Background: an optimization exercise with open tools, aiming at small area, a short achievable clock period and few clock cycles. Do not read the settings as production practice.
No run shown here included a check of the RTL's function; only the layout flow was run.
No activity file was given, so power comes from the tool's default toggle rates.

==> flow/design.v <==
module deco8_decode (
    input  wire        clk,
    input  wire        rst,           
    input  wire        start,         
    input  wire        cartlen_ok,    
    output reg         cart_re,
    output reg  [14:0] cart_addr,
    input  wire [7:0]  cart_rdata,
    output reg         out_re,
    output reg  [17:0] out_raddr,
    input  wire [7:0]  out_rdata,
    output reg         out_we,
    output reg  [17:0] out_waddr,
    output reg  [7:0]  out_wdata,
    output reg         done,
    output reg  [15:0] status,
    output reg  [1:0]  version,
    output wire [31:0] magic,
    output wire [15:0] dlen,
    output wire [15:0] hdr6,
    output reg  [17:0] textlen,
    output reg         text_valid,
    output reg         empty
);
    localparam [31:0] MAGIC_V1 = 32'h3A633A00;
    localparam [31:0] MAGIC_V2 = 32'h00707861;
    localparam [14:0] CODE_BASE = 15'h4300;
    localparam [14:0] CLEN_BASE = 15'h4306;
    localparam [14:0] BODY_BASE = 15'h4308;
    localparam [3:0] S_IDLE  = 4'd0,
                     S_HDR   = 4'd1,
                     S_CLASS = 4'd2,
                     S_V0    = 4'd3,
                     S_V1    = 4'd4,
                     S_CP    = 4'd5,
                     S_V2H   = 4'd6,
                     S_V2C   = 4'd7,
                     S_V2A   = 4'd8,
                     S_V2B   = 4'd9,
                     S_DRAIN = 4'd10,
                     S_TAIL  = 4'd11,
                     S_ERR   = 4'd12;
    reg [3:0]  st;
    reg        start_r, ok_r;
    reg [1:0]  ver;
    reg        f1, f2;      
    reg [15:0] rc;          
    reg        g1;          
    reg        g2;          
    reg [2:0]  hidx;        
    reg [3:0]  cnt;         
    reg        ecode;       
    reg        mism;        
    reg [63:0] hdr_o;       
    reg        a_v;         
    reg [7:0]  fq0, fq1, fq2, fq3;
    reg [1:0]  wp, rp;
    reg [2:0]  fcnt;
    reg        r_v;         
    reg [7:0]  r_lit;
    reg        d_v, d_cp;
    reg [7:0]  d_lit;
    reg [1:0]  u_need;
    reg [2:0]  u_rng;       
    reg        u_bad;
    assign magic = hdr_o[63:32] & {32{text_valid}};
    assign dlen  = hdr_o[31:16] & {16{text_valid}};
    assign hdr6  = hdr_o[15:0]  & {16{text_valid}};
    wire v2 = (ver == 2'd2);
    function [7:0] lookup;
        input [5:0] i;
        begin
            case (i)
                6'd0:  lookup = 8'h0A;
                6'd1:  lookup = 8'h20;
                6'd38: lookup = "!";
                6'd39: lookup = "#";
                6'd40: lookup = "%";
                6'd41: lookup = "(";
                6'd42: lookup = ")";
                6'd43: lookup = "{";
                6'd44: lookup = "}";
                6'd45: lookup = "[";
                6'd46: lookup = "]";
                6'd47: lookup = "<";
                6'd48: lookup = ">";
                6'd49: lookup = "+";
                6'd50: lookup = "=";
                6'd51: lookup = "/";
                6'd52: lookup = "*";
                6'd53: lookup = ":";
                6'd54: lookup = ";";
                6'd55: lookup = ".";
                6'd56: lookup = ",";
                6'd57: lookup = "~";
                6'd58: lookup = "_";
                default: begin
                    if (i < 6'd12) lookup = 8'h30 + {2'b00, i} - 8'd2;
                    else           lookup = 8'h61 + {2'b00, i} - 8'd12;
                end
            endcase
        end
    endfunction
    reg [7:0] q0, q1;
    always @(*) begin
        case (rp)
            2'd0: begin q0 = fq0; q1 = fq1; end
            2'd1: begin q0 = fq1; q1 = fq2; end
            2'd2: begin q0 = fq2; q1 = fq3; end
            default: begin q0 = fq3; q1 = fq0; end
        endcase
    end
    wire av0 = (fcnt != 3'd0);
    wire av1 = (fcnt[2] | fcnt[1]);
    reg [7:0] mb1, mb2;
    always @(*) begin
        case (hidx[1:0])
            2'd0: begin mb1 = MAGIC_V1[31:24]; mb2 = MAGIC_V2[31:24]; end
            2'd1: begin mb1 = MAGIC_V1[23:16]; mb2 = MAGIC_V2[23:16]; end
            2'd2: begin mb1 = MAGIC_V1[15:8];  mb2 = MAGIC_V2[15:8];  end
            default: begin mb1 = MAGIC_V1[7:0]; mb2 = MAGIC_V2[7:0]; end
        endcase
    end
    wire [1:0]  inflight = {1'b0, r_v} + {1'b0, d_v} + {1'b0, out_we};
    wire        is_tab   = (q0 != 8'd0) && (q0 <= 8'h3B);
    wire [18:0] src_x    = {1'b0, out_waddr} + {17'd0, inflight} + 19'h3C0
                           - {7'd0, q0, q1[7:4]};
    wire [11:0] bdist    = {q0 - 8'h3C, q1[7:4]};
    wire [4:0]  blen     = {1'b0, q1[3:0]} + 5'd2;
    wire        bref_bad = src_x[18] || ({7'd0, blen} > bdist);
    wire rc_le0 = rc[15] || (rc == 16'd0);
    reg [1:0]  pop;
    reg        emit;        
    reg        emit_cp;     
    reg [1:0]  rsel;        
    reg        v2a_wr;      
    reg [3:0]  nst;
    reg        fin;
    reg [15:0] fin_status;
    reg        fin_ok;
    reg        restart;
    reg [14:0] restart_addr;
    reg        set_err;
    reg        set_ecode;
    reg        wa_clr;
    always @(*) begin
        pop = 2'd0; emit = 1'b0; emit_cp = 1'b0; rsel = 2'd0; v2a_wr = 1'b0;
        nst = st; fin = 1'b0; fin_status = 16'h0001; fin_ok = 1'b0;
        restart = 1'b0; restart_addr = CODE_BASE;
        set_err = 1'b0; set_ecode = 1'b0; wa_clr = 1'b0;
        case (st)
            S_IDLE: begin
                if (start_r) begin
                    if (!ok_r) begin
                        fin = 1'b1; fin_status = 16'h010B;
                    end else begin
                        restart = 1'b1; nst = S_HDR;
                    end
                end
            end
            S_HDR: begin
                if (av0) begin
                    pop = 2'd1;
                    if (hidx == 3'd7) nst = S_CLASS;
                end
            end
            S_CLASS: begin
                if (f1) begin
                    nst = S_V1;
                end else if (f2) begin
                    restart = 1'b1; restart_addr = CLEN_BASE; nst = S_V2H;
                end else begin
                    restart = 1'b1; nst = S_V0;
                end
            end
            S_V0: begin
                if (rc == 16'd0) begin
                    restart = 1'b1; nst = S_DRAIN;
                end else if (av0) begin
                    pop = 2'd1;
                    if (q0 == 8'd0) begin
                        restart = 1'b1; nst = S_DRAIN;
                    end else begin
                        emit = 1'b1;
                    end
                end
            end
            S_V1: begin
                if (rc_le0) begin
                    if (g2) begin
                        set_err = 1'b1; set_ecode = 1'b0; nst = S_ERR;
                    end else begin
                        restart = 1'b1; nst = S_DRAIN;
                    end
                end else if (av0) begin
                    if (is_tab) begin
                        pop = 2'd1; emit = 1'b1;
                    end else if (g1 && rc == 16'd1) begin
                        set_err = 1'b1; set_ecode = 1'b0; nst = S_ERR;
                    end else if (av1) begin
                        if (q0 == 8'd0) begin
                            pop = 2'd2; emit = 1'b1;
                        end else if (bdist == 12'd2 && r_v && d_v) begin
                        end else begin
                            pop = 2'd2; emit = 1'b1; emit_cp = 1'b1; rsel = 2'd0;
                            if (bref_bad) begin
                                set_err = 1'b1; set_ecode = 1'b1; nst = S_ERR;
                            end else begin
                                nst = S_CP;
                            end
                        end
                    end
                end
            end
            S_CP: begin
                emit = 1'b1; emit_cp = 1'b1; rsel = 2'd1;
                if (cnt == 4'd0) nst = S_V1;
            end
            S_V2H: begin
                if (av0) begin
                    pop = 2'd1;
                    if (hidx[0]) nst = S_V2C;
                end
            end
            S_V2C: begin
                if (rc < 16'd264 || rc > 16'd15616) begin
                    fin = 1'b1; fin_status = 16'h0507;
                end else begin
                    restart = 1'b1; restart_addr = BODY_BASE; nst = S_V2A;
                end
            end
            S_V2A: begin
                if (rc == 16'd0) begin
                    wa_clr = 1'b1; restart = 1'b1; restart_addr = BODY_BASE; nst = S_V2B;
                end else if (av0) begin
                    pop = 2'd1; v2a_wr = 1'b1;
                end
            end
            S_V2B: begin
                if (rc == 16'd0) begin
                    restart = 1'b1; nst = S_DRAIN;
                end else if (av0) begin
                    pop = 2'd1; emit_cp = 1'b1; rsel = 2'd2;
                end
            end
            S_DRAIN: begin
                if (!r_v && !d_v && !out_we && !out_re && !d_cp) begin
                    if (v2) begin
                        if (mism)     begin fin = 1'b1; fin_status = 16'h0607; end
                        else if (g1)  begin fin = 1'b1; fin_status = 16'h010F; end
                        else          nst = S_TAIL;
                    end else begin
                        if (u_bad || u_need != 2'd0) begin
                            fin = 1'b1; fin_status = 16'h020B;
                        end else begin
                            nst = S_TAIL;
                        end
                    end
                end
            end
            S_TAIL: begin
                if (av0) begin
                    pop = 2'd1;
                    if (hidx == 3'd7) begin
                        fin = 1'b1; fin_ok = 1'b1;
                    end
                end
            end
            S_ERR: begin
                fin = 1'b1;
                fin_status = ecode ? 16'h040B : 16'h030B;
            end
            default: nst = S_IDLE;
        endcase
        if (fin) nst = S_IDLE;
    end
    wire [2:0] occ_after = fcnt + {2'b00, a_v} + {2'b00, cart_re} - {1'b0, pop};
    wire       issue     = (st != S_IDLE) && !fin && (occ_after < 3'd4);
    always @(posedge clk) begin
        a_v <= cart_re && !restart;
        if (restart) begin
            cart_re   <= 1'b1;
            cart_addr <= restart_addr;
        end else begin
            cart_re   <= issue;
            cart_addr <= cart_addr + {14'd0, cart_re};
        end
        if (a_v) begin
            case (wp)
                2'd0: fq0 <= cart_rdata;
                2'd1: fq1 <= cart_rdata;
                2'd2: fq2 <= cart_rdata;
                default: fq3 <= cart_rdata;
            endcase
        end
        if (restart) begin
            wp   <= 2'd0;
            rp   <= 2'd0;
            fcnt <= 3'd0;
        end else begin
            wp   <= wp + {1'b0, a_v};
            rp   <= rp + pop;
            fcnt <= fcnt + {2'b00, a_v} - {1'b0, pop};
        end
        if (restart || st == S_DRAIN)
            hidx <= 3'd0;
        else if (pop != 2'd0 && (st == S_HDR || st == S_V2H || st == S_TAIL))
            hidx <= hidx + 3'd1;
        if (st == S_HDR && av0) begin
            if (hidx[2] == 1'b0) begin
                f1 <= (f1 || hidx == 3'd0) && (q0 == mb1);
                f2 <= (f2 || hidx == 3'd0) && (q0 == mb2);
            end
        end
        if (st == S_CLASS)
            ver <= f1 ? 2'd1 : f2 ? 2'd2 : 2'd0;
        if (st == S_CLASS) begin
            g1 <= f1 ? (rc >= 16'd15608) : (rc != 16'd0);
            g2 <= (rc > 16'd15608);
        end
        if (((st == S_HDR && hidx[2:1] == 2'b10) || st == S_V2H) && av0)
            rc <= {rc[7:0], q0};
        else if (st == S_CLASS)
            rc <= f1 ? ((rc >= 16'd15608) ? 16'd15608 : rc) : 16'd15616;
        else if (st == S_V2C || (st == S_V2A && rc == 16'd0))
            rc <= 16'd256;
        else if (st != S_HDR)
            rc <= rc - {14'd0, pop};
        if (st == S_CP) cnt <= cnt - 4'd1;
        else            cnt <= q1[3:0];
        if (set_err) ecode <= set_ecode;
        out_re <= emit_cp;
        case (rsel)
            2'd0: out_raddr <= src_x[17:0];
            2'd1: out_raddr <= out_raddr + 18'd1;
            default: out_raddr <= {10'd0, q0};
        endcase
        if (v2)               r_lit <= rc[7:0];
        else if (st == S_V0)  r_lit <= q0;
        else if (is_tab)      r_lit <= lookup(q0[5:0] - 6'd1);
        else                  r_lit <= q1;
        d_cp  <= out_re;
        d_lit <= r_lit;
        if (restart && st == S_IDLE)
            mism <= 1'b0;
        else if (v2 && d_cp && out_rdata != d_lit)
            mism <= 1'b1;
        if (d_cp)        out_wdata <= out_rdata;
        else if (v2a_wr) out_wdata <= rc[7:0];
        else             out_wdata <= d_lit;
        if ((restart && st == S_IDLE) || wa_clr)
            out_waddr <= 18'd0;
        else if (v2a_wr)
            out_waddr <= {10'd0, q0};
        else
            out_waddr <= out_waddr + {17'd0, out_we};
        if (st == S_TAIL && av0) hdr_o <= {hdr_o[55:0], q0};
        if (restart && st == S_IDLE) begin
            u_need <= 2'd0;
            u_rng  <= 3'd0;
            u_bad  <= 1'b0;
        end else if (out_we && !v2) begin
            if (u_need == 2'd0) begin
                u_rng <= 3'd0;
                if (out_wdata < 8'h80) begin
                    u_need <= 2'd0;
                end else if (out_wdata >= 8'hC2 && out_wdata <= 8'hDF) begin
                    u_need <= 2'd1;
                end else if (out_wdata == 8'hE0) begin
                    u_need <= 2'd2; u_rng <= 3'd1;
                end else if (out_wdata == 8'hED) begin
                    u_need <= 2'd2; u_rng <= 3'd2;
                end else if (out_wdata >= 8'hE1 && out_wdata <= 8'hEF) begin
                    u_need <= 2'd2;
                end else if (out_wdata == 8'hF0) begin
                    u_need <= 2'd3; u_rng <= 3'd3;
                end else if (out_wdata == 8'hF4) begin
                    u_need <= 2'd3; u_rng <= 3'd4;
                end else if (out_wdata >= 8'hF1 && out_wdata <= 8'hF3) begin
                    u_need <= 2'd3;
                end else begin
                    u_bad <= 1'b1;
                end
            end else begin
                u_rng <= 3'd0;
                if (out_wdata[7:6] == 2'b10 &&
                    (u_rng == 3'd0 ||
                     (u_rng == 3'd1 &&  out_wdata[5]) ||
                     (u_rng == 3'd2 && !out_wdata[5]) ||
                     (u_rng == 3'd3 &&  (out_wdata[5] | out_wdata[4])) ||
                     (u_rng == 3'd4 && !(out_wdata[5] | out_wdata[4]))))
                    u_need <= u_need - 2'd1;
                else
                    u_bad <= 1'b1;
            end
        end
        if (rst) begin
            st         <= S_IDLE;
            start_r    <= 1'b0;
            r_v        <= 1'b0;
            d_v        <= 1'b0;
            out_we     <= 1'b0;
            done       <= 1'b0;
            status     <= 16'h0000;
            version    <= 2'd3;
            textlen    <= 18'd0;
            text_valid <= 1'b0;
            empty      <= 1'b0;
        end else begin
            st      <= nst;
            start_r <= start;
            ok_r    <= cartlen_ok;
            r_v     <= emit && !fin;
            d_v     <= r_v;
            out_we  <= d_v || v2a_wr;
            done    <= fin;
            if (fin) begin
                status <= fin_status;
                if (fin_ok) begin
                    version    <= ver;
                    textlen    <= out_waddr;
                    text_valid <= 1'b1;
                    empty      <= (out_waddr == 18'd0);
                end
            end
        end
    end
endmodule
==> flow/run.sh <==
#!/bin/bash
# synth_recipe.tcl (not shown) runs the flow's synth.tcl, then flattens the netlist and writes it again
# the make line also repeats each setting of config.mk as NAME=value (left out here)
make -C /OpenROAD-flow-scripts/flow DESIGN_CONFIG=/design/flow/config.mk WORK_HOME=/design/flow/orfs CLKGATE_MAP_FILE= SYNTH_SCRIPT=/design/flow/synth_recipe.tcl finish
==> flow/config.mk <==
export PLATFORM = sky130hd
export DESIGN_NAME = deco8_decode
export DESIGN_NICKNAME = deco8_decode
export VERILOG_FILES = /design/flow/design.v
export SDC_FILE = /design/flow/constraint.sdc
export NUM_CORES = 4
export LEC_CHECK = 0
export ABC_CLOCK_PERIOD_IN_PS = 2500
export CAP_MARGIN = 20
export CORE_MARGIN = 2
export CORE_UTILIZATION = 40
export SLEW_MARGIN = 20
==> flow/constraint.sdc <==
create_clock -name core_clock -period 10.0 [get_ports {clk}]
set_input_delay 2.0000 -clock core_clock [delete_from_list [all_inputs] [get_ports {clk}]]
set_output_delay 2.0000 -clock core_clock [all_outputs]
set_load 0.01 [all_outputs]
==> results.sh, run 1 <==
export IMPL_max_freq_mhz=168
export IMPL_nets=1792
export IMPL_maxCapViolCount=0
export IMPL_cts_root_buf="clkbuf_16"
export IMPL_synthTopCellsByArea="edfxtp_1, dfxtp_1, ha_1"
export IMPL_hold_viol=0
export IMPL_grt_max_degree=51
export IMPL_initial_core_util_pct=40.3
export IMPL_synth_edf_count=120
export IMPL_grt_usage_pct=21.0
export IMPL_fin_crit_ns=5.95
export IMPL_crit_start="rp[0]"
export IMPL_powerDensity_nw_per_um2=304
export IMPL_place_ws_ns=4.12
export IMPL_clockBufferDepth=3
export IMPL_fillers=3461
export IMPL_antenna_found_initial=0
export IMPL_die_h_um=196
export IMPL_core_um2=36400
export IMPL_drt_pass1_iter_count=5
export IMPL_multiInputGateArea_um2=7720
export IMPL_worst_slew_pin_transition_ns=1.03
export IMPL_port_buffers=175
export IMPL_synth_distinct_cells=91
export IMPL_synthesis_area_um2=14700
export IMPL_worst_slack_ns=4.05
export IMPL_status="no timing/DRC/antenna violations"
export IMPL_startpoint_type="flip-flop"
export IMPL_diodes=0
export IMPL_drive_gt1_share_pct=6.65
export IMPL_async_flop_share_pct=0
export IMPL_clock_skew_ns=0.0104
export IMPL_maxSlewHeadroom_pct=31.1
export IMPL_fin_total_pwr_mw=5.38
export IMPL_min_delay_start="r_lit[7]"
export IMPL_holdBufCountCts=0
export IMPL_post_cts_buffers=0
export IMPL_cp_max_fo=16
export IMPL_synth_top_area_cell="edfxtp_1"
export IMPL_io_pins=185
export IMPL_first_global_vias=11400
export IMPL_clock_latency_ns=0.57
export IMPL_ant_nets=0
export IMPL_yosys_area_top_type_share_pct=24.5
export IMPL_numCtsBuffers=29
export IMPL_cts_tree="done"
export IMPL_crit_arrival_ns=6.27
export IMPL_die_area_um2=38300
export IMPL_gp_routability_congestion=0.914
export IMPL_dp_hpwl_um=30700
export IMPL_area_delta_synth_final_pct=20.6
export IMPL_synth_flop_cell="dfxtp_1"
export IMPL_viasPerCell=5.48
export IMPL_remaining_drc_errors=0
export IMPL_syn_inst=1527
export IMPL_drt_iter0_drc=781
export IMPL_clkTransAtPathRegs_ns=0.06
export IMPL_worstSetupEndpointType="flip-flop"
export IMPL_wl_per_cell_um=19.0
export IMPL_avgSynthCellArea_um2=9.63
export IMPL_hp_class="flip-flop to flip-flop"
export IMPL_synth_ff_latch_count=258
export IMPL_fp_row_count=70
export IMPL_seqCellArea_um2=6370
export IMPL_finalSetupViolations=0
export IMPL_tns_ns=0
export IMPL_post_cts_resized=0
export IMPL_critical_path_required_ns=10.32
export IMPL_worstSetupPathType="flip-flop to flip-flop"
export IMPL_grt_pass1_wl_um=64200
export IMPL_htreeDepth=1
export IMPL_final_util_pct=48.7
export IMPL_vias=11900
export IMPL_drv_slew=0
export IMPL_synth_most_common_cell="nand2_1"
export IMPL_cts_sinks=258
export IMPL_synth_common_cells="nand2_1, dfxtp_1, nor2_1"
export IMPL_wl_um=41100
export IMPL_ir_drop_v=0.000146
export IMPL_rsz0062_at_grt="no"
export IMPL_overflow=0
export IMPL_die_w_um=196
export IMPL_reg2reg_from="rp[0]"
export IMPL_ys_warn_count=1
export IMPL_period_share_pct=59.5
export IMPL_power_leakage_nw=6.58
export IMPL_yosysSeqAreaShare_pct=43.3
final timing paths:
kind | end | slack (ns) | depth (start not counted)
hold / removal | d_lit[7] | 0.32 | 0
hold reg to reg | d_lit[7] | 0.32 | 0
setup / recovery | rc[12] | 4.05 | 19
setup reg to reg | rc[12] | 4.05 | 19
layout make-up:
| class | count | share of cell area (%) |
|---|---|---|
| multi-input cells | 1121 | 43.6 |
| well taps | 468 | 3.30 |
| flip-flops and latches | 258 | 35.9 |
| clock buffers | 42 | 4.48 |
| repair buffers | 192 | 10.6 |
| clock inverters | 12 | 0.600 |
| inverters | 73 | 1.55 |
kinds of logic after synthesis:
family          Yosys count  share of synthesized area (%)
buf+inv                 156                           4.48
simple gates            563                           19.0
fa+ha+maj                97                           8.46
mux                      46                           4.69
flops                   258                           43.3
compound gates          302                           13.6
other cells               1                         0.0255
xor+xnor                104                           6.38
metrics by stage:
step	instances	area (um2)	hold slack (ns)
after CTS	2166	17700	0.323
after global placement	2112	16800	0.312
after floorplan	1535	14700	0.310
final	2166	17700	0.323
after global routing	2166	17700	0.329
after detailed placement	2112	16800	0.315
cell usage in the layout (no fill, tap or decap), types with 17 or more instances in the layout:
| master | netlist | layout |
|---|---|---|
| clkdlybuf4s50_1 | 0 | 175 |
| nand2_1 | 146 | 146 |
| dfxtp_1 | 138 | 138 |
| nor2_1 | 131 | 130 |
| edfxtp_1 | 120 | 120 |
| ha_1 | 93 | 93 |
| a21oi_1 | 80 | 80 |
| inv_1 | 70 | 70 |
| and2_1 | 68 | 68 |
| o21ai_0 | 63 | 63 |
| xnor2_1 | 57 | 57 |
| nor3_1 | 48 | 46 |
| xor2_1 | 45 | 45 |
| nand3_1 | 44 | 44 |
| clkbuf_16 | 0 | 29 |
| nand2b_1 | 22 | 22 |
| and3_1 | 20 | 20 |
| mux2i_1 | 19 | 19 |
| buf_4 | 10 | 17 |
registers in the layout (all words and copies together) (netlist names), 15 cells and up:
name	cells
hdr_o	64
textlen	18
cart_addr	15
out_raddr	18
rc	16
out_waddr	18
worst max-delay path, stage by stage, from the launching register on:
cell	delay (ns)
dfxtp_1	0.32
mux4_1	0.83
inv_1	0.37
ha_1	0.53
nand2_1	0.16
nor3_1	0.08
nor4_2	0.16
buf_4	0.25
a21oi_1	0.09
o32a_1	0.37
nor2_1	0.30
ha_1	0.21
inv_1	0.06
fa_1	0.43
or4_1	0.60
nor3_1	0.33
nand2_1	0.12
xor2_1	0.14
o21ai_0	0.08
mux2_2	0.27
where the power goes:
part / total, mW / switching [mW] / internal, mW
Sequential: 1.66 / 0.293 / 1.37
Combinational: 2.71 / 1.57 / 1.13
Clock: 1.01 / 0.431 / 0.581
Total: 5.38 / 2.30 / 3.09
per-layer routing:
metal	wire length, um	up-vias	GRT usage (%)
li1	-	5744	-
met1	18700	5685	28.8
met2	18900	375	34.5
met3	2490	69	3.64
met4	1040	0	5.64
met5	0	-	0
==> run 2, diff against run 1 <==
--- a/flow/config.mk
+++ b/flow/config.mk
@@ -5,7 +5,6 @@
 export SDC_FILE = /design/flow/constraint.sdc
 export NUM_CORES = 4
 export LEC_CHECK = 0
-export ABC_CLOCK_PERIOD_IN_PS = 2500
 export CAP_MARGIN = 20
 export CORE_MARGIN = 2
 export CORE_UTILIZATION = 40
==> run 2 against run 1 <==
  * Combinational power barely moved
  * Non-clock buffer count did not move
  * Largest cell class unchanged
  * Cell count did not move
  * Maximum frequency did not move
  * Die area did not move
  * Cell area did not move
  * Global-route usage did not move
  * Worst setup slack did not move
  * Synthesized cell count did not move
  * Wire length did not move
  * Clock-buffer cell count did not move
  * Clock skew did not move
==> results.sh, run 2 <==
export IMPL_status="no timing/DRC/antenna violations"
export IMPL_vias=11900
export IMPL_regMostFlops="hdr_o"
export IMPL_cp_max_fo=16
export IMPL_dp_hpwl_um=30700
export IMPL_yosysSeqAreaShare_pct=43.3
export IMPL_synth_edf_count=120
export IMPL_synthTopCellsByArea="edfxtp_1, dfxtp_1, ha_1"
export IMPL_period_share_pct=59.5
export IMPL_maxSlewHeadroom_pct=31.1
export IMPL_layout_commonest_cell="clkdlybuf4s50_1"
export IMPL_finalSetupViolations=0
export IMPL_die_w_um=196
export IMPL_first_global_vias=11400
export IMPL_ant_nets=0
export IMPL_ys_warn_count=1
export IMPL_clock_skew_ns=0.0104
export IMPL_maxCapViolCount=0
export IMPL_worstSetupEndpointType="flip-flop"
export IMPL_drt_pass1_iter_count=5
export IMPL_remaining_drc_errors=0
export IMPL_wl_per_cell_um=19.0
export IMPL_worst_slew_pin_transition_ns=1.03
export IMPL_hold_viol=0
export IMPL_synthesis_area_um2=14700
export IMPL_rsz0062_at_grt="no"
export IMPL_die_area_um2=38300
export IMPL_multiInputGateArea_um2=7720
export IMPL_drv_slew=0
export IMPL_cts_tree="done"
export IMPL_power_leakage_nw=6.58
export IMPL_fin_crit_ns=5.95
export IMPL_syn_inst=1527
export IMPL_antenna_found_initial=0
export IMPL_port_buffers=175
export IMPL_clock_latency_ns=0.57
export IMPL_htreeDepth=1
export IMPL_startpoint_type="flip-flop"
export IMPL_cts_sinks=258
export IMPL_synth_flop_cell="dfxtp_1"
export IMPL_post_cts_resized=0
export IMPL_synth_common_cells="nand2_1, dfxtp_1, nor2_1"
export IMPL_core_um2=36400
export IMPL_initial_core_util_pct=40.3
export IMPL_grt_pass1_wl_um=64200
export IMPL_die_h_um=196
export IMPL_post_cts_buffers=0
export IMPL_tns_ns=0
export IMPL_fillers=3461
export IMPL_numCtsBuffers=29
export IMPL_ir_drop_v=0.000146
export IMPL_yosys_area_top_type_share_pct=24.5
export IMPL_synth_most_common_cell="nand2_1"
export IMPL_grt_usage_pct=21.0
export IMPL_async_flop_share_pct=0
export IMPL_cts_root_buf="clkbuf_16"
export IMPL_io_pins=185
export IMPL_layout_common_cells="clkdlybuf4s50_1, nand2_1, dfxtp_1, nor2_1, edfxtp_1"
export IMPL_holdBufCountCts=0
export IMPL_largest_reg_flops=64
export IMPL_avgSynthCellArea_um2=9.63
export IMPL_wl_um=41100
export IMPL_powerDensity_nw_per_um2=304
export IMPL_synth_distinct_cells=91
export IMPL_fp_row_count=70
export IMPL_nets=1792
export IMPL_viasPerCell=5.48
export IMPL_clockBufferDepth=3
export IMPL_drive_gt1_share_pct=6.65
export IMPL_area_delta_synth_final_pct=20.6
export IMPL_seqCellArea_um2=6370
export IMPL_hp_class="flip-flop to flip-flop"
export IMPL_drt_iter0_drc=781
export IMPL_worstSetupPathType="flip-flop to flip-flop"
export IMPL_grt_max_degree=51
export IMPL_max_freq_mhz=168
export IMPL_gp_routability_congestion=0.914
export IMPL_hold_worst_slack_ns=0.323
export IMPL_overflow=0
export IMPL_critical_path_required_ns=10.32
export IMPL_synth_top_area_cell="edfxtp_1"
export IMPL_crit_arrival_ns=6.27
export IMPL_synth_ff_latch_count=258
export IMPL_clkTransAtPathRegs_ns=0.06
export IMPL_diodes=0
==> run 2: cell counts after synthesis <==
Identical to the previous run, type by type.
==> run 2: through the flow <==
stage	utilization (%)	cell area, um2	setup WS [ns]	std cells	power [mW]
after global routing	48.7	17700	3.72	2166	5.77
after CTS	48.7	17700	4.11	2166	5.40
after detailed placement	46.2	16800	4.12	2112	4.36
after global placement	46.2	16800	4.24	2112	4.35
after floorplan	-	14700	4.41	1535	3.53
final	48.7	17700	4.05	2166	5.38
==> run 2: logic make-up (layout without fill, tap and decap cells) <==
family | after synthesis | count (layout) | synth area share [%]
other | 1 | 9 | 0.0255
DFF | 258 | 258 | 43.3
xor gates and xnor gates | 104 | 104 | 6.38
buffers and inverters | 156 | 319 | 4.48
and+or+nand+nor | 563 | 563 | 19.0
AOI/OAI and AO/OA | 302 | 302 | 13.6
adders and majority gates | 97 | 97 | 8.46
muxes | 46 | 46 | 4.69
==> run 2: report_power, final <==
| group | leakage (nW) | internal, mW | switching (mW) | total [mW] |
|---|---|---|---|---|
| Combinational | 3.91 | 1.13 | 1.57 | 2.71 |
| Clock | 0.433 | 0.581 | 0.431 | 1.01 |
| Sequential | 2.24 | 1.37 | 0.293 | 1.66 |
==> run 2: cell type report <==
| cell class | count | area share, % |
|---|---|---|
| clock buffers | 42 | 4.48 |
| clock inverters | 12 | 0.600 |
| inverters | 73 | 1.55 |
| multi-input cells | 1121 | 43.6 |
| flip-flops and latches | 258 | 35.9 |
| well taps | 468 | 3.30 |
| repair buffers | 192 | 10.6 |
==> run 2: path summary, 6_finish.rpt <==
kind | slack [ns] | start | end | depth (start not counted)
worst max-delay path | 4.05 | rp[0] | rc[12] | 19
worst max register to register | 4.05 | rp[0] | rc[12] | 19
worst min-delay path | 0.32 | r_lit[7] | d_lit[7] | 0
worst min register to register | 0.32 | r_lit[7] | d_lit[7] | 0
==> run 2: metal layers <==
metal	track usage, %	vias to the layer above	part of all wire (%)
li1	-	5744	-
met1	28.8	5685	45
met2	34.5	375	46
met3	3.64	69	6.1
met4	5.64	0	2.5
met5	0	-	0
==> run 2: critical path: stages, from the launching register on <==
cell	delay [ns]
dfxtp_1	0.32
mux4_1	0.83
inv_1	0.37
ha_1	0.53
nand2_1	0.16
nor3_1	0.08
nor4_2	0.16
buf_4	0.25
a21oi_1	0.09
o32a_1	0.37
nor2_1	0.30
ha_1	0.21
inv_1	0.06
fa_1	0.43
or4_1	0.60
nor3_1	0.33
nand2_1	0.12
xor2_1	0.14
o21ai_0	0.08
mux2_2	0.27
==> run 3, diff against run 2 <==
--- a/flow/design.v
+++ b/flow/design.v
@@ -50,11 +50,11 @@
     reg [2:0]  hidx;        
     reg [3:0]  cnt;         
     reg        ecode;       
+    reg        bb;          
     reg        mism;        
     reg [63:0] hdr_o;       
     reg        a_v;         
-    reg [7:0]  fq0, fq1, fq2, fq3;
-    reg [1:0]  wp, rp;
+    reg [7:0]  fq0, fq1, fq2, fq3;    
     reg [2:0]  fcnt;
     reg        r_v;         
     reg [7:0]  r_lit;
@@ -101,15 +101,8 @@
             endcase
         end
     endfunction
-    reg [7:0] q0, q1;
-    always @(*) begin
-        case (rp)
-            2'd0: begin q0 = fq0; q1 = fq1; end
-            2'd1: begin q0 = fq1; q1 = fq2; end
-            2'd2: begin q0 = fq2; q1 = fq3; end
-            default: begin q0 = fq3; q1 = fq0; end
-        endcase
-    end
+    wire [7:0] q0 = fq0;
+    wire [7:0] q1 = fq1;
     wire av0 = (fcnt != 3'd0);
     wire av1 = (fcnt[2] | fcnt[1]);
     reg [7:0] mb1, mb2;
@@ -200,21 +193,21 @@
                     end else if (av1) begin
                         if (q0 == 8'd0) begin
                             pop = 2'd2; emit = 1'b1;
-                        end else if (bdist == 12'd2 && r_v && d_v) begin
+                        end else if (q0 == 8'h3C && q1[7:4] == 4'd2 && r_v && d_v) begin
                         end else begin
                             pop = 2'd2; emit = 1'b1; emit_cp = 1'b1; rsel = 2'd0;
-                            if (bref_bad) begin
-                                set_err = 1'b1; set_ecode = 1'b1; nst = S_ERR;
-                            end else begin
-                                nst = S_CP;
-                            end
+                            nst = S_CP;
                         end
                     end
                 end
             end
             S_CP: begin
-                emit = 1'b1; emit_cp = 1'b1; rsel = 2'd1;
-                if (cnt == 4'd0) nst = S_V1;
+                if (bb) begin
+                    set_err = 1'b1; set_ecode = 1'b1; nst = S_ERR;
+                end else begin
+                    emit = 1'b1; emit_cp = 1'b1; rsel = 2'd1;
+                    if (cnt == 4'd0) nst = S_V1;
+                end
             end
             S_V2H: begin
                 if (av0) begin
@@ -285,23 +278,28 @@
             cart_re   <= issue;
             cart_addr <= cart_addr + {14'd0, cart_re};
         end
-        if (a_v) begin
-            case (wp)
-                2'd0: fq0 <= cart_rdata;
-                2'd1: fq1 <= cart_rdata;
-                2'd2: fq2 <= cart_rdata;
-                default: fq3 <= cart_rdata;
-            endcase
-        end
-        if (restart) begin
-            wp   <= 2'd0;
-            rp   <= 2'd0;
-            fcnt <= 3'd0;
-        end else begin
-            wp   <= wp + {1'b0, a_v};
-            rp   <= rp + pop;
-            fcnt <= fcnt + {2'b00, a_v} - {1'b0, pop};
-        end
+        case (pop)
+            2'd1: begin
+                fq0 <= (fcnt > 3'd1) ? fq1 : cart_rdata;
+                fq1 <= (fcnt > 3'd2) ? fq2 : cart_rdata;
+                fq2 <= (fcnt > 3'd3) ? fq3 : cart_rdata;
+                fq3 <= cart_rdata;
+            end
+            2'd2: begin
+                fq0 <= (fcnt > 3'd2) ? fq2 : cart_rdata;
+                fq1 <= (fcnt > 3'd3) ? fq3 : cart_rdata;
+                fq2 <= cart_rdata;
+                fq3 <= cart_rdata;
+            end
+            default: begin
+                fq0 <= (fcnt > 3'd0) ? fq0 : cart_rdata;
+                fq1 <= (fcnt > 3'd1) ? fq1 : cart_rdata;
+                fq2 <= (fcnt > 3'd2) ? fq2 : cart_rdata;
+                fq3 <= (fcnt > 3'd3) ? fq3 : cart_rdata;
+            end
+        endcase
+        if (restart) fcnt <= 3'd0;
+        else         fcnt <= fcnt + {2'b00, a_v} - {1'b0, pop};
         if (restart || st == S_DRAIN)
             hidx <= 3'd0;
         else if (pop != 2'd0 && (st == S_HDR || st == S_V2H || st == S_TAIL))
@@ -329,6 +327,7 @@
         if (st == S_CP) cnt <= cnt - 4'd1;
         else            cnt <= q1[3:0];
         if (set_err) ecode <= set_ecode;
+        bb <= bref_bad && (st == S_V1);
         out_re <= emit_cp;
         case (rsel)
             2'd0: out_raddr <= src_x[17:0];
==> run 3 against run 2 <==
  * Clock power up 12%
  * Clock skew up 0.0018 ns
  * Sequential power about the same
  * Area after synthesis down 0.47%
  * Critical path depth down 9
  * Wire length up 3.2%
  * Power down 3.6%
  * Die area down 0.46%
  * Cell area up 0.17%
  * Via count up 5.8%
  * Register-to-register slack better by 1.2 ns
  * Hold slack better by 0.0082 ns
  * Largest cell class unchanged
==> results.sh, run 3 <==
export IMPL_status="no timing/DRC/antenna violations"
export IMPL_die_w_um=195
export IMPL_nets=1871
export IMPL_worstSetupEndpointType="flip-flop"
export IMPL_cp_max_fo=22
export IMPL_fp_row_count=70
export IMPL_holdBufCountCts=0
export IMPL_yosysSeqAreaShare_pct=41.5
export IMPL_die_h_um=195
export IMPL_post_cts_resized=0
export IMPL_synthesis_area_um2=14600
export IMPL_synth_most_common_cell="nor2_1"
export IMPL_clock_skew_ns=0.0122
export IMPL_ys_warn_count=1
export IMPL_maxSlewHeadroom_pct=31.1
export IMPL_first_global_vias=12000
export IMPL_dp_hpwl_um=30700
export IMPL_drt_pass1_iter_count=6
export IMPL_die_area_um2=38100
export IMPL_drv_slew=0
export IMPL_power_leakage_nw=6.72
export IMPL_gp_routability_congestion=0.942
export IMPL_period_share_pct=48.0
export IMPL_synth_ff_latch_count=255
export IMPL_core_um2=36300
export IMPL_numCtsBuffers=30
export IMPL_post_cts_buffers=0
export IMPL_synth_flop_cell="dfxtp_1"
export IMPL_wl_um=42400
export IMPL_avgSynthCellArea_um2=9.01
export IMPL_overflow=0
export IMPL_cts_tree="done"
export IMPL_remaining_drc_errors=0
export IMPL_drive_gt1_share_pct=6.90
export IMPL_fillers=3445
export IMPL_worstSetupPathType="flip-flop to flip-flop"
export IMPL_cts_root_buf="clkbuf_16"
export IMPL_wl_per_cell_um=18.8
export IMPL_synth_edf_count=96
export IMPL_hp_class="flip-flop to flip-flop"
export IMPL_finalSetupViolations=0
export IMPL_drt_iter0_drc=882
export IMPL_async_flop_share_pct=0
export IMPL_crit_arrival_ns=5.24
export IMPL_clockBufferDepth=3
export IMPL_synth_distinct_cells=88
export IMPL_grt_pass1_wl_um=67300
export IMPL_startpoint_type="flip-flop"
export IMPL_layout_common_cells="clkdlybuf4s50_1, nor2_1, dfxtp_1, nand2_1, a21oi_1"
export IMPL_maxCapViolCount=0
export IMPL_synthTopCellsByArea="dfxtp_1, edfxtp_1, ha_1"
export IMPL_port_buffers=175
export IMPL_ant_nets=0
export IMPL_worst_slew_pin_transition_ns=1.03
export IMPL_grt_max_degree=67
export IMPL_critical_path_required_ns=10.45
export IMPL_hold_viol=0
export IMPL_yosys_area_top_type_share_pct=21.8
export IMPL_grt_usage_pct=21.9
export IMPL_layout_commonest_cell="clkdlybuf4s50_1"
export IMPL_antenna_found_initial=0
export IMPL_synth_top_area_cell="dfxtp_1"
export IMPL_max_freq_mhz=209
export IMPL_largest_reg_flops=64
export IMPL_htreeDepth=1
export IMPL_fin_crit_ns=4.80
export IMPL_clock_latency_ns=0.58
export IMPL_fin_total_pwr_mw=5.19
export IMPL_viasPerCell=5.58
export IMPL_syn_inst=1623
export IMPL_area_delta_synth_final_pct=21.4
export IMPL_cts_sinks=255
export IMPL_synth_common_cells="nor2_1, dfxtp_1, nand2_1"
export IMPL_tns_ns=0
export IMPL_regMostFlops="hdr_o"
export IMPL_diodes=0
export IMPL_powerDensity_nw_per_um2=292
export IMPL_initial_core_util_pct=40.3
export IMPL_vias=12600
export IMPL_rsz0062_at_grt="no"
export IMPL_ir_drop_v=0.000224
export IMPL_clkTransAtPathRegs_ns=0.06
export IMPL_io_pins=185
run 3: cell types whose count changed after synthesis, moves of 9 or more:
cell,delta
a21oi_1,+37
nand2b_1,-13
edfxtp_1,-24
dfxtp_1,+21
mux4_2,-14
a22oi_1,+27
mux2_2,+20
o21ai_0,+9
buf_2,-12
clkbuf_1,+20
nor2_1,+34
run 3: final timing paths:
path | cells after the start | start | slack, ns | to
max | 10 | fq0[0] | 5.20 | r_lit[1]
min reg2reg | 0 | r_lit[5] | 0.33 | d_lit[5]
max reg2reg | 10 | fq0[0] | 5.20 | r_lit[1]
min | 0 | r_lit[5] | 0.33 | d_lit[5]
run 3: power breakdown:
part	leakage (nW)	internal [mW]	total, mW	switching [mW]
clock	0.509	0.677	1.13	0.449
combinational	4.00	1.00	2.38	1.38
sequential	2.21	1.37	1.69	0.317
total	6.72	3.05	5.19	2.15
run 3: layer usage:
layer	GRT usage [%]	share of wire [%]	vias up
met1	31.5	47	5950
met3	3.01	6.3	60
met4	5.94	2.3	0
li1	-	-	6106
met2	34.5	45	447
met5	0	0	-
run 3: critical path: stages (launching register included):
cell and delay [ns]:
edfxtp_1 0.76, inv_1 0.44, ha_1 0.61, nor3b_2 0.53, mux2_2 0.40, a32oi_1 0.53
o32ai_1 0.29, a2111oi_2 0.46, nand2_1 0.21, nor4_1 0.33, a311oi_1 0.09
run 3: final cells by class:
cell class,count,area (um2),share of cell area (%)
clock buffer,42,900,5.07
clock inverter,13,124,0.698
inverter,64,240,1.35
multi-input combinational,1218,7970,44.9
sequential,255,6070,34.2
tap,468,586,3.30
timing repair buffer,191,1870,10.5
run 3: metrics by stage:
step	hold slack, ns	util (%)	instances	instance area, um2	setup WS, ns
2_1_floorplan	0.310	-	1631	14700	3.16
3_5_place_dp	0.318	46.0	2196	16700	5.43
3_3_place_gp	0.314	46.0	2196	16700	5.53
6_report	0.331	48.9	2251	17800	5.20
5_1_grt	0.342	48.9	2251	17800	4.91
4_1_cts	0.334	48.8	2251	17700	5.37
run 3: cells by family (layout without fill, tap and decap cells):
kind of cell | Yosys count | after routing | share of synthesized area (%)
and+or+nand+nor | 583 | 583 | 19.5
AOI/OAI and AO/OA | 392 | 392 | 17.4
DFF | 255 | 255 | 41.5
buffers and inverters | 158 | 310 | 4.41
xor gates and xnor gates | 100 | 100 | 5.99
adders and majority gates | 91 | 91 | 7.99
muxes | 43 | 43 | 3.19
other | 1 | 9 | 0.0256
==> run 4, diff against run 3 <==
--- a/flow/design.v
+++ b/flow/design.v
@@ -49,6 +49,7 @@
     reg        g2;          
     reg [2:0]  hidx;        
     reg [3:0]  cnt;         
+    reg [18:0] olen_c;      
     reg        ecode;       
     reg        bb;          
     reg        mism;        
@@ -114,10 +115,8 @@
             default: begin mb1 = MAGIC_V1[7:0]; mb2 = MAGIC_V2[7:0]; end
         endcase
     end
-    wire [1:0]  inflight = {1'b0, r_v} + {1'b0, d_v} + {1'b0, out_we};
     wire        is_tab   = (q0 != 8'd0) && (q0 <= 8'h3B);
-    wire [18:0] src_x    = {1'b0, out_waddr} + {17'd0, inflight} + 19'h3C0
-                           - {7'd0, q0, q1[7:4]};
+    wire [18:0] src_x    = olen_c - {7'd0, q0, q1[7:4]};
     wire [11:0] bdist    = {q0 - 8'h3C, q1[7:4]};
     wire [4:0]  blen     = {1'b0, q1[3:0]} + 5'd2;
     wire        bref_bad = src_x[18] || ({7'd0, blen} > bdist);
@@ -267,8 +266,13 @@
         endcase
         if (fin) nst = S_IDLE;
     end
-    wire [2:0] occ_after = fcnt + {2'b00, a_v} + {2'b00, cart_re} - {1'b0, pop};
-    wire       issue     = (st != S_IDLE) && !fin && (occ_after < 3'd4);
+    wire [2:0] occ   = fcnt + {2'b00, a_v} + {2'b00, cart_re};
+    wire       room  = (pop == 2'd2) ? (occ < 3'd6) :
+                       (pop == 2'd1) ? (occ < 3'd5) : (occ < 3'd4);
+    wire       issue = (st != S_IDLE) && !fin && room;
+    wire [2:0] fcnt_a = fcnt + {2'b00, a_v};
+    wire [15:0] rc_m1 = rc - 16'd1;
+    wire [15:0] rc_m2 = rc - 16'd2;
     always @(posedge clk) begin
         a_v <= cart_re && !restart;
         if (restart) begin
@@ -299,7 +303,8 @@
             end
         endcase
         if (restart) fcnt <= 3'd0;
-        else         fcnt <= fcnt + {2'b00, a_v} - {1'b0, pop};
+        else         fcnt <= (pop == 2'd2) ? fcnt_a - 3'd2 :
+                             (pop == 2'd1) ? fcnt_a - 3'd1 : fcnt_a;
         if (restart || st == S_DRAIN)
             hidx <= 3'd0;
         else if (pop != 2'd0 && (st == S_HDR || st == S_V2H || st == S_TAIL))
@@ -323,7 +328,11 @@
         else if (st == S_V2C || (st == S_V2A && rc == 16'd0))
             rc <= 16'd256;
         else if (st != S_HDR)
-            rc <= rc - {14'd0, pop};
+            rc <= (pop == 2'd2) ? rc_m2 : (pop == 2'd1) ? rc_m1 : rc;
+        if (st == S_CLASS)
+            olen_c <= 19'h3C0;
+        else if (emit)
+            olen_c <= olen_c + 19'd1;
         if (st == S_CP) cnt <= cnt - 4'd1;
         else            cnt <= q1[3:0];
         if (set_err) ecode <= set_ecode;
==> run 4 against run 3 <==
  * Register-to-register slack worse by 0.35 ns
  * Maximum frequency down 6.8%
  * Synthesized cell count up 2.8%
  * Power is 5.8% higher
  * Still clean
  * Largest power group unchanged
  * Non-clock buffer count down 2
  * Core utilization increased by 0.49 points
  * Worst setup slack lost 0.35 ns
  * Wire length is 0.47% higher
  * Critical path depth grew 6
==> results.sh, run 4 <==
export IMPL_status="no timing/DRC/antenna violations"
export IMPL_first_global_vias=12200
export IMPL_synth_distinct_cells=96
export IMPL_fillers=3526
export IMPL_avgSynthCellArea_um2=8.99
export IMPL_drt_pass1_iter_count=7
export IMPL_cts_sinks=274
export IMPL_fin_total_pwr_mw=5.50
export IMPL_area_delta_synth_final_pct=20.9
export IMPL_power_leakage_nw=6.66
export IMPL_die_area_um2=39100
export IMPL_regToRegEndpoint="rc[10]"
export IMPL_cpPeakStageDelay_ns=0.64
export IMPL_worstSetupEndpointType="flip-flop"
export IMPL_grt_max_degree=67
export IMPL_ys_warn_count=1
export IMPL_clock_skew_ns=0.0150
export IMPL_maxCapViolCount=0
export IMPL_yosysSeqAreaShare_pct=42.9
export IMPL_hold_viol=0
export IMPL_powerDensity_nw_per_um2=303
export IMPL_yosys_area_top_type_share_pct=23.7
export IMPL_rsz0062_at_grt="no"
export IMPL_layout_commonest_cell="dfxtp_1"
export IMPL_synth_simple_area_share_pct=22.0
export IMPL_rrSetupSlack_ns=4.86
export IMPL_final_util_pct=49.3
export IMPL_max_freq_mhz=194
export IMPL_cp_top_family="simple AND/OR/NAND/NOR gates"
export IMPL_placed_cells=2235
export IMPL_hold_worst_slack_ns=0.325
export IMPL_synthAdderAreaFrac_pct=4.68
export IMPL_tns_ns=0
export IMPL_io_pins=185
export IMPL_port_buffers=175
export IMPL_synth_common_cells="dfxtp_1, nand2_1, nor2_1"
export IMPL_place_ws_ns=4.93
export IMPL_drt_iter0_drc=869
export IMPL_initial_core_util_pct=40.8
export IMPL_viasPerCell=5.62
export IMPL_remaining_drc_errors=0
export IMPL_worst_slew_pin_transition_ns=1.10
export IMPL_drive_gt1_share_pct=6.74
export IMPL_layout_common_cells="dfxtp_1, clkdlybuf4s50_1, nand2_1, nor2_1, a21oi_1"
export IMPL_dp_hpwl_um=31200
export IMPL_core_um2=36800
export IMPL_top_regs="hdr_o: 64 flops, olen_c: 19 flops"
export IMPL_cts_tree="done"
export IMPL_crit_slowest_cell="edfxtp_1"
export IMPL_synth_most_common_cell="dfxtp_1"
export IMPL_worstSetupPathType="flip-flop to flip-flop"
export IMPL_hp_class="flip-flop to flip-flop"
export IMPL_finalSetupViolations=0
export IMPL_synth_top_area_cell="dfxtp_1"
export IMPL_crit_arrival_ns=5.46
export IMPL_async_flop_share_pct=0
export IMPL_final_area_um2=18200
export IMPL_synth_ff_latch_count=274
export IMPL_synth_flop_cell="dfxtp_1"
export IMPL_seqCellArea_um2=6450
export IMPL_critical_path_required_ns=10.31
export IMPL_synth_xor_area_share_pct=5.54
export IMPL_startpoint_type="flip-flop"
export IMPL_cts_root_buf="clkbuf_16"
export IMPL_antenna_found_initial=0
export IMPL_clock_latency_ns=0.57
export IMPL_grt_usage_pct=21.6
export IMPL_wl_per_cell_um=18.6
export IMPL_stdcell_count=2293
export IMPL_reg2reg_from="fq0[0]"
export IMPL_synthesis_area_um2=15000
export IMPL_whs_endpoint="d_lit[0]"
export IMPL_worstPathCellList="inv_1 -> ha_1 -> or3b_4 -> or3_4 -> and2_1 -> or4_1 -> inv_1 -> ha_1 -> buf_4 -> nand2b_1 -> a211o_1 -> nor2_1 -> nand2_1 -> xnor2_1 -> a211oi_1 -> a21oi_1"
export IMPL_reg2regPathDepth=16
export IMPL_grt_pass1_wl_um=68100
export IMPL_die_w_um=198
export IMPL_largest_reg_flops=64
export IMPL_nets=1874
export IMPL_clockBufferDepth=3
export IMPL_post_dp_cell_area_um2=17100
export IMPL_multiInputGateArea_um2=7980
export IMPL_crit_buf_inv=3
export IMPL_synthTopCellsByArea="dfxtp_1, edfxtp_1, ha_1"
export IMPL_holdBufCountCts=0
export IMPL_wl_um=42600
export IMPL_numCtsBuffers=31
export IMPL_synth_edf_count=96
export IMPL_ant_nets=0
export IMPL_htreeDepth=1
export IMPL_regMostFlops="hdr_o"
export IMPL_drv_slew=0
export IMPL_post_cts_buffers=0
export IMPL_synth_compound_area_share_pct=17.6
export IMPL_min_delay_start="r_lit[0]"
export IMPL_die_h_um=198
export IMPL_cp_max_fo=31
export IMPL_overflow=0
export IMPL_worst_slack_ns=4.86
export IMPL_clkTransAtPathRegs_ns=0.07
export IMPL_syn_inst=1669
export IMPL_fin_crit_ns=5.14
export IMPL_min_delay_path_depth=0
export IMPL_ir_drop_v=0.000175
export IMPL_synth_top_family_by_area="simple AND/OR/NAND/NOR gates"
export IMPL_post_cts_resized=0
export IMPL_period_share_pct=51.4
export IMPL_gp_routability_congestion=0.898
export IMPL_fp_row_count=70
export IMPL_synthMuxAreaShare_pct=3.03
export IMPL_maxSlewHeadroom_pct=26.6
export IMPL_vias=12900
## run 4: cell types whose count changed after synthesis, sizes merged, moves of 12 or more
cell    change
a21oi      -13
dfxtp      +19
ha         -34
inv        -14
nand2      +31
nand2b     +12
nor2       -21
o21ai      +31
xnor2      -13
## run 4: per-layer routing
metal	global-route usage [%]	share of wire, %
met1	30.7	46
met2	34.0	45
met3	3.12	5.8
met4	6.38	2.6
met5	0	0
## run 4: worst reg2reg max path, delay by kind of cell, from the launching register on
family,cells,cell delay [ns]
AND/OR/NAND/NOR,7,2.23
buffers and inverters,3,0.84
AO/OA/AOI/OAI,3,0.64
flip-flops,1,0.64
adder cells (fa/ha/maj),2,0.42
XOR/XNOR,1,0.14
## run 4: how the worst max path moves through the flow
stage | start | end | slack, ns | depth (start not counted)
after CTS | fq0[0] | rc[10] | 4.91 | 16
after global placement | fq0[0] | rc[10] | 5.07 | 16
after global routing | fq0[0] | rc[10] | 4.56 | 16
after floorplan | st[3] | textlen[7] | 3.60 | 8
final | fq0[0] | rc[10] | 4.86 | 16
after detailed placement | fq0[0] | rc[10] | 4.93 | 16
## run 4: final cells by class
class	count	area share (%)
Inverter	49	1.01
Timing Repair Buffer	189	10.2
Sequential cell	274	35.5
Clock buffer	45	4.85
Antenna cell	1	0.0138
Clock inverter	12	1.20
Tap cell	468	3.23
Multi-Input combinational cell	1255	44.0
## run 4: kinds of logic (layout without fill, tap and decap cells)
kind of cell | count (synthesis) | count (layout)
other | 1 | 10
adders and majority gates | 56 | 56
DFF | 274 | 274
muxes | 42 | 42
buffers and inverters | 148 | 295
AOI/OAI and AO/OA | 404 | 404
xor gates and xnor gates | 95 | 95
and+or+nand+nor | 649 | 649
## run 4: power breakdown
part,switching [mW],total (mW),internal [mW]
logic,1.38,2.39,1.01
clock network,0.457,1.22,0.763
registers,0.396,1.89,1.49
==> run 5, diff against run 4 <==
==> flow/flow/run.sh (new file) <==
#!/bin/bash
# The standard layout (standard.sh: the standard synthesis, floorplan,
# placement, CTS and routing) with two changes:
#  - the port buffers are buf_2 cells rather than the default pick, a slow
#    clock-delay cell; every port still gets its buffer;
#  - repair_timing aims at a setup margin of 7 ns, so it sizes the logic for a
#    shorter period than the 10 ns clock asks for.
# The clock period and the SDC constraints are the standard flow's, unchanged.
set -euo pipefail
bash standard.sh "BUFFER_PORTS_ARGS=-buffer_cell sky130_fd_sc_hd__buf_2" \
    SETUP_SLACK_MARGIN=7 finish > standard_flow.log 2>&1
==> flow/standard.sh (new file) <==
#!/bin/bash
# synth_recipe.tcl (not shown) runs the flow's synth.tcl, then flattens the netlist and writes it again
# the make line also repeats each setting of config.mk as NAME=value (left out here)
make -C /OpenROAD-flow-scripts/flow DESIGN_CONFIG=/design/flow/config.mk WORK_HOME=/design/flow/orfs CLKGATE_MAP_FILE= SYNTH_SCRIPT=/design/flow/synth_recipe.tcl "${@:-finish}"
removed: flow/run.sh
==> run 5 against run 4 <==
  * Via count rose by 6.0%
  * Global-route usage rose by 2.0 points
  * First-iteration DRC count rose by 9.2%
  * Worst setup slack improved by 1.4 ns
  * Combinational power rose by 23%
  * Area after synthesis did not move
  * Wire length rose by 13%
  * Register-to-register slack improved by 1.4 ns
  * Maximum frequency rose by 39%
  * Critical endpoint is now rc[15]
==> results.sh, run 5 <==
export IMPL_fp_row_count=70
export IMPL_area_delta_synth_final_pct=34.8
export IMPL_synthTopCellsByArea="dfxtp_1, edfxtp_1, ha_1"
export IMPL_ant_nets=0
export IMPL_die_w_um=198
export IMPL_rsz0062_at_grt="yes"
export IMPL_reg2regPathDepth=14
export IMPL_clockBufferDepth=3
export IMPL_synthesis_area_um2=15000
export IMPL_min_delay_start="r_lit[2]"
export IMPL_grt_usage_pct=23.6
export IMPL_critical_path_required_ns=10.28
export IMPL_worst_slack_ns=6.30
export IMPL_regToRegEndpoint="rc[15]"
export IMPL_period_share_pct=37.0
export IMPL_max_freq_mhz=270
export IMPL_clock_latency_ns=0.54
export IMPL_gp_routability_congestion=0.918
export IMPL_yosysSeqAreaShare_pct=42.9
export IMPL_reg2reg_from="fq0[0]"
export IMPL_cts_root_buf="clkbuf_16"
export IMPL_clkTransAtPathRegs_ns=0.06
export IMPL_synth_flop_cell="dfxtp_1"
export IMPL_nets=1998
export IMPL_dp_hpwl_um=30500
export IMPL_powerDensity_nw_per_um2=297
export IMPL_initial_core_util_pct=40.8
export IMPL_fin_crit_ns=3.70
export IMPL_startpoint_type="flip-flop"
export IMPL_ys_warn_count=1
export IMPL_whs_endpoint="d_lit[2]"
export IMPL_grt_pass1_wl_um=73300
export IMPL_drive_gt1_share_pct=33.4
export IMPL_cts_sinks=274
export IMPL_wl_met1_um=21000
export IMPL_min_delay_path_depth=0
export IMPL_die_area_um2=39100
export IMPL_synth_common_cells="dfxtp_1, nand2_1, nor2_1"
export IMPL_maxSlewHeadroom_pct=32.1
export IMPL_first_global_vias=13200
export IMPL_async_flop_share_pct=0
export IMPL_die_h_um=198
export IMPL_maxCapViolCount=0
export IMPL_power_leakage_nw=7.98
export IMPL_grt_max_degree=67
export IMPL_avgSynthCellArea_um2=8.99
export IMPL_synth_most_common_cell="dfxtp_1"
export IMPL_vias=13700
export IMPL_top_regs="hdr_o: 64 flops, olen_c: 19 flops"
export IMPL_synthAdderAreaFrac_pct=4.68
export IMPL_synth_ff_latch_count=274
export IMPL_wl_um=48300
export IMPL_rrSetupSlack_ns=6.30
export IMPL_holdBufCountCts=0
export IMPL_htreeDepth=2
export IMPL_wl_per_cell_um=20.0
export IMPL_overflow=0
export IMPL_layout_common_cells="nand2_1, buf_6, nor2_1, buf_4, a21oi_1"
export IMPL_viasPerCell=5.65
export IMPL_core_um2=36800
export IMPL_antenna_found_initial=0
export IMPL_placed_cells=2232
export IMPL_routed_top_layer="met4"
export IMPL_layout_commonest_cell="nand2_1"
export IMPL_hold_viol=0
export IMPL_fillers=3220
export IMPL_diodes=0
export IMPL_drv_slew=0
export IMPL_port_buffers=175
export IMPL_worstSetupPathType="flip-flop to flip-flop"
export IMPL_synth_top_family_by_area="simple AND/OR/NAND/NOR gates"
export IMPL_wl_met3_um=2700
export IMPL_yosys_area_top_type_share_pct=23.7
export IMPL_synth_simple_area_share_pct=22.0
export IMPL_cp_max_fo=3
export IMPL_tns_ns=0
export IMPL_cts_tree="done"
export IMPL_drt_pass1_iter_count=5
export IMPL_largest_reg_flops=64
export IMPL_clock_skew_ns=0.0290
export IMPL_io_pins=185
export IMPL_place_ws_ns=5.37
export IMPL_wl_met2_um=23100
export IMPL_fin_total_pwr_mw=6.01
export IMPL_stdcell_count=2417
export IMPL_synth_top_area_cell="dfxtp_1"
export IMPL_drt_iter0_drc=949
export IMPL_synth_xor_area_share_pct=5.54
export IMPL_worstSetupEndpointType="flip-flop"
export IMPL_syn_inst=1669
export IMPL_hp_class="flip-flop to flip-flop"
export IMPL_remaining_drc_errors=0
export IMPL_worst_slew_pin_transition_ns=1.02
export IMPL_status="no timing/DRC/antenna violations"
export IMPL_regMostFlops="hdr_o"
export IMPL_numCtsBuffers=34
export IMPL_crit_arrival_ns=3.99
export IMPL_finalSetupViolations=0
export IMPL_ir_drop_v=0.000126
export IMPL_crit_start="fq0[0]"
export IMPL_final_util_pct=55.0
export IMPL_synth_distinct_cells=96
export IMPL_synth_compound_area_share_pct=17.6
export IMPL_synth_edf_count=96
export IMPL_synthMuxAreaShare_pct=3.03
==> run 5: cell counts after synthesis <==
Identical to the previous run, type by type.
==> run 5: cell families (layout without fill, tap and decap cells) <==
logic type,Yosys count,count (layout)
AO/OA/AOI/OAI,404,404
XOR/XNOR,95,95
adder cells (fa/ha/maj),56,56
buffers and inverters,148,420
flip-flops,274,274
multiplexers,42,42
other,1,9
AND/OR/NAND/NOR,649,649
==> run 5: area by class of cell <==
class                   instances  area [um2]  area share, %
multi-input cells            1255        8520           42.1
flip-flops and latches        274        6650           32.9
repair buffers                310        3190           15.7
clock buffers                  49         982           4.85
well taps                     468         586           2.89
inverters                      49         195          0.964
clock inverters                12         118          0.581
==> run 5: report_power, final <==
group / internal, mW / switching (mW)
Sequential: 1.52 / 0.341
Combinational: 1.30 / 1.63
Clock: 0.716 / 0.497
==> run 5: how the worst max path moves through the flow <==
stage,to,slack (ns),depth (start not counted)
after floorplan,rc[15],6.05,16
after global placement,rc[15],5.50,14
after detailed placement,rc[15],5.37,14
after CTS,rc[15],6.23,14
after global routing,rc[14],6.17,18
final,rc[15],6.30,14
==> run 5: what timing repair did <==
action                                  4_1_cts  5_1_grt
endpoints found under the setup margin      318      249
setup buffers                                86       26
pin swaps                                    13       14
gates resized for setup                     288      153
gates cloned                                 11        1
==> run 5: stage by stage <==
| step | hold slack [ns] | area, um2 |
|---|---|---|
| 2_1_floorplan | 0.310 | 15300 |
| 4_1_cts | 0.331 | 19300 |
| 6_report | 0.329 | 20200 |
| 3_3_place_gp | 0.312 | 16300 |
| 5_1_grt | 0.332 | 20200 |
| 3_5_place_dp | 0.318 | 16300 |
==> run 5: metal layers <==
| layer | track usage [%] | vias to the layer above |
|---|---|---|
| met5 | 0 | - |
| met4 | 8.02 | 0 |
| met3 | 3.59 | 97 |
| met2 | 39.3 | 486 |
| met1 | 31.4 | 6549 |
| li1 | - | 6520 |
==> run 5: worst max-delay path, cell delays in order, from the launching register on <==
cell and delay [ns]:
edfxtp_1 0.46, inv_4 0.11, ha_4 0.12, or3b_4 0.36, or3_4 0.37, and2_4 0.16
or4_4 0.43, inv_2 0.08, ha_4 0.15, o21ai_4 0.06, or4_4 0.54, nor3_4 0.15
nor4b_4 0.24, xnor2_1 0.14, o21ai_1 0.08
==> run 6, diff against run 5 <==
==> flow/flow/run.sh (replaced) <==
#!/bin/bash
# The standard layout (standard.sh: the standard synthesis, floorplan,
# placement, CTS and routing) with two changes:
#  - the port buffers are buf_2 cells rather than the default pick, a slow
#    clock-delay cell; every port still gets its buffer;
#  - repair_timing aims at a setup margin of 6 ns, so it sizes the logic for a
#    shorter period than the 10 ns clock asks for.
# The clock period and the SDC constraints are the standard flow's, unchanged.
set -euo pipefail
bash standard.sh "BUFFER_PORTS_ARGS=-buffer_cell sky130_fd_sc_hd__buf_2" \
    SETUP_SLACK_MARGIN=6 finish > standard_flow.log 2>&1
==> run 6 against run 5 <==
  * Sequential share of layout area up 3.9 points
  * Hold slack worse by 0.0040 ns
  * Area after synthesis did not move
  * Register-to-register slack got worse by 0.22 ns
  * Sequential power about the same
  * Cell area down 13%
  * Power fell by 8.1%
  * Maximum frequency down 5.6%
  * Clock-buffer cell count increased by 1
==> results.sh, run 6 <==
export IMPL_status="no timing/DRC/antenna violations"
export IMPL_finalSetupViolations=0
export IMPL_initial_core_util_pct=40.8
export IMPL_yosys_area_top_type_share_pct=23.7
export IMPL_yosysSeqAreaShare_pct=42.9
export IMPL_ant_nets=0
export IMPL_place_ws_ns=5.23
export IMPL_max_freq_mhz=255
export IMPL_grt_max_degree=67
export IMPL_crit_start="fq0[0]"
export IMPL_multiInputGateArea_um2=8090
export IMPL_avgSynthCellArea_um2=8.99
export IMPL_die_h_um=198
export IMPL_cp_max_fo=4
export IMPL_drive_gt1_share_pct=18.4
export IMPL_port_buffers=175
export IMPL_hold_viol=0
export IMPL_fin_total_pwr_mw=5.53
export IMPL_placed_cells=2233
export IMPL_synthesis_area_um2=15000
export IMPL_synth_flop_cell="dfxtp_1"
export IMPL_clock_latency_ns=0.52
export IMPL_reg2reg_from="fq0[0]"
export IMPL_nets=1896
export IMPL_hold_worst_slack_ns=0.325
export IMPL_remaining_drc_errors=0
export IMPL_hp_class="flip-flop to flip-flop"
export IMPL_vias=13100
export IMPL_cts_root_buf="clkbuf_16"
export IMPL_fin_crit_ns=3.92
export IMPL_async_flop_share_pct=0
export IMPL_clock_skew_ns=0.0131
export IMPL_holdBufCountCts=0
export IMPL_regMostFlops="hdr_o"
export IMPL_final_util_pct=47.8
export IMPL_worstSetupPathType="flip-flop to flip-flop"
export IMPL_maxCapViolCount=0
export IMPL_reg2regPathDepth=14
export IMPL_layout_common_cells="dfxtp_1, buf_2, nand2_1, nor2_1, a21oi_1"
export IMPL_viasPerCell=5.65
export IMPL_area_delta_synth_final_pct=17.0
export IMPL_overflow=0
export IMPL_wl_um=42900
export IMPL_startpoint_type="flip-flop"
export IMPL_synth_common_cells="dfxtp_1, nand2_1, nor2_1"
export IMPL_cts_tree="done"
export IMPL_critical_path_required_ns=10.25
export IMPL_ys_warn_count=1
export IMPL_powerDensity_nw_per_um2=315
export IMPL_maxSlewHeadroom_pct=28.8
export IMPL_endpoint="rc[15]"
export IMPL_min_delay_path_depth=0
export IMPL_clkTransAtPathRegs_ns=0.06
export IMPL_rsz0062_at_grt="yes"
export IMPL_numCtsBuffers=34
export IMPL_drv_slew=0
export IMPL_clockBufferDepth=3
export IMPL_post_dp_cell_area_um2=16200
export IMPL_grt_pass1_wl_um=68200
export IMPL_core_um2=36800
export IMPL_rrSetupSlack_ns=6.08
export IMPL_synth_ff_latch_count=274
export IMPL_crit_arrival_ns=4.17
export IMPL_synth_edf_count=96
export IMPL_stdcell_count=2314
export IMPL_die_area_um2=39100
export IMPL_synth_top_area_cell="dfxtp_1"
export IMPL_synth_distinct_cells=96
export IMPL_ir_drop_v=0.000124
export IMPL_cts_sinks=274
export IMPL_drt_iter0_drc=902
export IMPL_final_area_um2=17600
export IMPL_drt_pass1_iter_count=5
export IMPL_largest_reg_flops=64
export IMPL_diodes=0
export IMPL_seqCellArea_um2=6450
export IMPL_regToRegEndpoint="rc[15]"
export IMPL_grt_usage_pct=21.6
export IMPL_io_pins=185
export IMPL_worstSetupEndpointType="flip-flop"
export IMPL_fillers=3545
export IMPL_tns_ns=0
export IMPL_worst_slack_ns=6.08
export IMPL_wl_per_cell_um=18.5
export IMPL_die_w_um=198
export IMPL_first_global_vias=12500
export IMPL_period_share_pct=39.2
export IMPL_gp_routability_congestion=0.920
export IMPL_top_regs="hdr_o: 64 flops, olen_c: 19 flops"
export IMPL_dp_hpwl_um=30600
export IMPL_power_leakage_nw=7.02
export IMPL_worst_slew_pin_transition_ns=1.07
export IMPL_synthTopCellsByArea="dfxtp_1, edfxtp_1, ha_1"
export IMPL_fp_row_count=70
export IMPL_htreeDepth=2
export IMPL_syn_inst=1669
export IMPL_synth_most_common_cell="dfxtp_1"
export IMPL_antenna_found_initial=0
-- run 6: cell types whose count changed in the layout (fill, tap and decap cells not counted), moves of 58 or more --
cell,previous run,this run
buf_4,106,29
and2_1,10,77
and2_4,67,1
dfxtp_2,61,3
buf_6,152,3
buf_2,30,175
dfxtp_1,83,175
-- run 6: kinds of logic (layout without fill, tap and decap cells) --
logic type	Yosys count	after routing	share of synthesized area (%)
XOR/XNOR	95	95	5.54
multiplexers	42	42	3.03
buffers and inverters	148	317	4.14
AO/OA/AOI/OAI	404	404	17.6
flip-flops	274	274	42.9
adder cells (fa/ha/maj)	56	56	4.68
AND/OR/NAND/NOR	649	649	22.0
other	1	9	0.0250
-- run 6: critical path, stage by stage, from the launching register on --
cell,delay [ns]
edfxtp_1,0.46
inv_4,0.10
ha_1,0.14
or3b_4,0.41
or3_4,0.41
and2_4,0.16
or4_4,0.44
inv_2,0.08
ha_4,0.16
o21ai_4,0.08
or4_4,0.53
nor3_4,0.21
nor4b_4,0.24
xnor2_1,0.15
o21ai_1,0.07
-- run 6: area by class of cell --
class | count | area share [%]
inverter | 49 | 1.10
clock buffer | 50 | 5.53
sequential | 274 | 36.7
clock inverter | 10 | 0.726
tap | 468 | 3.33
timing repair buffer | 208 | 6.53
multi-input combinational | 1255 | 46.1
-- run 6: timing repair --
action	4_1_cts	5_1_grt
setup buffers	12	9
pin swaps	0	5
gates cloned	0	0
endpoints found under the setup margin	40	23
gates resized for setup	5	18
-- run 6: worst min path at each step --
stage / start / end / slack, ns
after floorplan: r_lit[0] / d_lit[0] / 0.31
after global placement: r_lit[4] / d_lit[4] / 0.31
after detailed placement: r_lit[5] / d_lit[5] / 0.31
after CTS: r_lit[5] / d_lit[5] / 0.33
after global routing: r_lit[0] / d_lit[0] / 0.33
final: r_lit[5] / d_lit[5] / 0.32
-- run 6: layer usage --
metal / routed length [um] / GRT usage, % / vias up
met4: 1160 / 7.63 / 0
met2: 19600 / 34.6 / 452
met1: 19600 / 29.7 / 6223
met3: 2540 / 3.29 / 79
met5: 0 / 0 / -
li1: - / - / 6319
-- run 6: power by group --
group | leakage (nW) | internal [mW] | switching [mW]
sequential | 2.34 | 1.49 | 0.370
clock | 0.533 | 0.750 | 0.468
combinational | 4.14 | 0.988 | 1.46

## re-timing with driven ports
The flow's constraints put no driver on any port. The routed layouts listed below were extracted and timed again, unchanged, in two steps. Step 1 assumes that a clkbuf_16 drives the clock port and a buf_2 every other input. Step 2 also shifts input and output timing later by t, the mid clock arrival at the registers, as if the neighbouring blocks saw the same clock. Slacks: ideal / step 1 / step 2; pairs: ideal / step 1.
run	shift t [ns]	slack for setup (ns)	worst hold slack (ns)	worst slew at a driven data input, ns	pins driven straight from the clock port
run 1	0.623	4.051 / 4.051 / 4.051	0.323 / 0.323 / 0.323	0.06	1
run 2	0.623	4.051 / 4.051 / 4.051	0.323 / 0.323 / 0.323	0.06	1
run 3	0.632	5.205 / 5.205 / 5.205	0.331 / 0.331 / 0.331	0.04	1
run 4	0.617	4.857 / 4.857 / 4.857	0.325 / 0.325 / 0.325	0.04	1
run 5	0.579	6.299 / 6.299 / 6.299	0.329 / 0.329 / 0.329	0.05	1
run 6	0.570	6.080 / 6.080 / 6.080	0.325 / 0.325 / 0.325	0.04	1
After both steps setup and hold are still met in every run listed.
